What follows belongs to an exercise in optimizing a design on an open flow for small area, a short achievable clock period and few clock cycles; a production flow would make more cautious choices.
RTL that was checked went through simulation tests only; none was proved equivalent to the original.
Power is estimated from default activity; no workload was simulated.

== v23 ==
Design ups_deframer, start of the top module:
module ups_deframer (
    input  wire       clk,
    input  wire       rst,
    input  wire       in_valid,
    input  wire [7:0] in_byte,
    output wire       in_ready,
    output wire       out_valid,
    input  wire       out_ready,
    output wire [7:0] out_data,
    output wire       out_len,
    output wire [1:0] dfr_state,
    output wire [7:0] emits,
    output wire [7:0] pos_push,
    output wire [7:0] pos_look,
    output wire [7:0] pos_start
);
    localparam [7:0] MAGIC = 8'h55;
    localparam [1:0] ST_SEARCH = 2'd0;
    localparam [1:0] ST_HDR    = 2'd1;
    localparam [1:0] ST_BODY   = 2'd2;
    localparam [2:0] W_SCAN1 = 3'd1;   
    localparam [2:0] W_ADDR  = 3'd2;   
    localparam [2:0] W_SIZE  = 3'd3;   
    localparam [2:0] W_SUM   = 3'd4;   
    reg [7:0]  ring [0:63];
    reg [63:0] cand;
    reg [6:0] push;
    reg [6:0] look;
    reg [6:0] start;
    reg [1:0] state;
    reg [7:0] emit_cnt;
    reg [7:0] prev;      
    reg [6:0] size;      
    reg [7:0] cs;        
    reg       eng;       
    reg [2:0] wst;
    reg [5:0] k;         
    reg       first;     
    reg       em;        
    reg       o_len;
    reg [7:0] o_data;
    reg [5:0] e_left;    
    reg [5:0] raddr;     
    reg [6:0] e;         
    function [7:0] chk_step;
  ...
For scale: about 3,600 cells after synthesis, ~670 flip-flops, ~0.033 mm² of cells after synthesis.
==> flow/config.mk <==
export PLATFORM = sky130hd
export DESIGN_NAME = ups_deframer
export DESIGN_NICKNAME = ups_deframer
export VERILOG_FILES = /design/flow/design.v
export SDC_FILE = /design/flow/constraint.sdc
export NUM_CORES = 4
export LEC_CHECK = 0
export ABC_AREA = 1
export CAP_MARGIN = 20
export CORE_MARGIN = 2
export CORE_UTILIZATION = 40
export PLACE_DENSITY = 0.6
export SETUP_SLACK_MARGIN = 5
export SLEW_MARGIN = 20
==> flow/constraint.sdc <==
create_clock -name core_clock -period 10.0 [get_ports {clk}]
set_input_delay 2.0000 -clock core_clock [delete_from_list [all_inputs] [get_ports {clk}]]
set_output_delay 2.0000 -clock core_clock [all_outputs]
set_load 0.01 [all_outputs]
standard.sh (not shown) runs the stock make flow with config.mk's settings and CLKGATE_MAP_FILE= SYNTH_SCRIPT=/design/flow/synth_recipe.tcl, a recipe that flattens the netlist after the stock synthesis.
==> flow/flow/run.sh <==
#!/bin/bash
set -euo pipefail
MARGIN=${MARGIN:-6.4}
bash standard.sh SETUP_SLACK_MARGIN=$MARGIN finish > standard_flow.log 2>&1
Testbench counts of v23, summed over its fixed seeds: cycles 46,795.
--- input diff v23..v43 ---
- TNS_END_PERCENT now 0, previously not set
--- a/flow/flow/run.sh
+++ b/flow/flow/run.sh
@@ -3 +3 @@
-MARGIN=${MARGIN:-6.4}
+MARGIN=${MARGIN:-6}
[summary]
- Routed wire in v43 totals less than in v23.
- First-iteration DRC count delta (v43 − v23): favourable
- Looking at number of buffers created by CTS, v43 sits 1 higher than v23 does.
- No stage failed in v43, and the final checks on the layout all came back clean.
- v23 vs v43, launching instance or port of the critical path: look[4]$_SDFFE_PP0P_ vs eng$_SDFFE_PP0P_
The following lists how v52 was set up differently from v43:
- a change of PLACE_DENSITY from 0.6 to 0.65
- a deleted TNS_END_PERCENT that had been 0
- a change of CORE_UTILIZATION from 40 to 50
--- a/flow/flow/run.sh
+++ b/flow/flow/run.sh
@@ -3 +3 @@
-MARGIN=${MARGIN:-6}
+MARGIN=${MARGIN:-6.5}
==> comparison <==
Critical path capture point = look[1]$_SDFFE_PP0P_: v52; critical path capture point = in_ready: v43
For v52, the kind of critical path was primary input to register, unlike v43, where it was register to output pin.
[compare] base=v43 new=v52: fraction of standard cell area in multi-input logic went up by 0.50 points; total number of vias now sits higher.
Comparing v52 with v43, the sequential-to-total area share from yosys stat came out essentially unchanged.
Taking v43 as the reference point, the die area of v52 falls by about 20%.
Across both runs, final cell count was lower for v52 than for v43.
Per the comparison of v52 with v43, hold slack shows a reduction of 7.4 ps; power after layout climbed about 5%; final wirelength went up about 3.3%; utilization after layout moved up.
> inputs changed (v52 -> v14)
- PLACE_DENSITY changed from 0.65 to 0.6
- CORE_UTILIZATION changed from 50 to 40
--- a/flow/flow/run.sh
+++ b/flow/flow/run.sh
@@ -3 +3 @@
-MARGIN=${MARGIN:-6.5}
+MARGIN=${MARGIN:-7}
### Flow results
- v52 → v14: total chip power went up; relative area change from synthesis to final layout higher; fraction of the cycle the final worst path needs neither gained nor lost much; number of fillers in the final layout rose 1,724.
- What v52 reported for routed metal-1 wirelength has to be multiplied by 1.06 to get the figure for v14.
- Core util | v14 vs v52 | v14 lower

trial 17:
Another version of the RTL of ups_deframer (not shown whole).
For scale: roughly 3700 cells after synthesis, roughly 660 flip-flops, roughly 57 I/O pins, roughly 34000 µm² of cells after synthesis.
clock: 10.0 ns
lec_check: 0
abc_area: 1
cap_margin: 20
core_margin: 2
core_utilization: 40
place_density: 0.6
setup_slack_margin: 5
slew_margin: 20
==> flow/flow/run.sh <==
#!/bin/bash
set -euo pipefail
MARGIN=${MARGIN:-6.5}
bash standard.sh SETUP_SLACK_MARGIN=$MARGIN finish > standard_flow.log 2>&1
Trial 17 | status: complete | timing, DRC, antenna: pass
Changes in trial 58 relative to trial 17:
==> flow/run.sh (new file) <==
#!/bin/bash
# synth_recipe.tcl (not shown) runs the flow's synth.tcl, then flattens the netlist and writes it again
# the make line also repeats each setting of config.mk as NAME=value (left out here)
make -C /OpenROAD-flow-scripts/flow DESIGN_CONFIG=/design/flow/config.mk WORK_HOME=/design/flow/orfs CLKGATE_MAP_FILE= SYNTH_SCRIPT=/design/flow/synth_recipe.tcl finish
removed: flow/flow/run.sh
removed: flow/standard.sh
Results
- When trial 58 is set beside trial 17, its sequential share of layout area turns out to be 4.0 points larger.
- Combinational group power, trial 17 and trial 58, higher one = trial 17.
- Taking trial 17 over trial 58, the worst reg-to-reg path cell count ratio works out to 1.5.
- The capturing instance or port of the critical path comes out wst[2] in one run and o_data[7] in the other, namely in trial 17 and trial 58 respectively.
- For trial 17, the highest-delay cell along the critical path was sky130_fd_sc_hd__fa_2, unlike trial 58, where it was sky130_fd_sc_hd__nor2_1.
- Re area added between synthesis and finish: trial 17 was higher than trial 58.
No run of this note included a check of the RTL's function; only the layout flow was run.

==> what the ideal ports hide <==
How much do the figures lean on ideal ports? The routed layouts below were timed once more, with nothing changed but the port constraints. Step 1 assumes that a clkbuf_16 drives the clock port and a buf_2 every other input. Step 2 moves the port delays by t, midway between the first and last clock arrival at a register: inputs arrive t later, outputs are due t later. That takes back most of the time a late clock gives input paths. a / b / c = ideal ports / drivers / drivers and shift; a / b = the first two.
| run | t (ns) | setup slack, ns | worst data-port slew with drivers (ns) |
|---|---|---|---|
| v23 | 0.684 | 6.402 / 6.335 / 5.776 | 0.04 |
| v43 | 0.680 | 5.960 / 5.898 / 5.406 | 0.03 |
| v52 | 0.700 | 6.431 / 6.425 / 5.752 | 0.06 |
| v14 | 0.705 | 6.438 / 6.381 / 5.896 | 0.13 |
| trial 17 | 0.686 | 5.123 / 5.123 / 5.123 | 0.09 |
| trial 58 | 0.704 | 5.129 / 5.129 / 4.763 | 0.03 |
After both steps every run listed still meets setup and hold. The setup slack of v52, which loses most, moves by -0.006 ns with the drivers and by -0.679 ns with both steps.
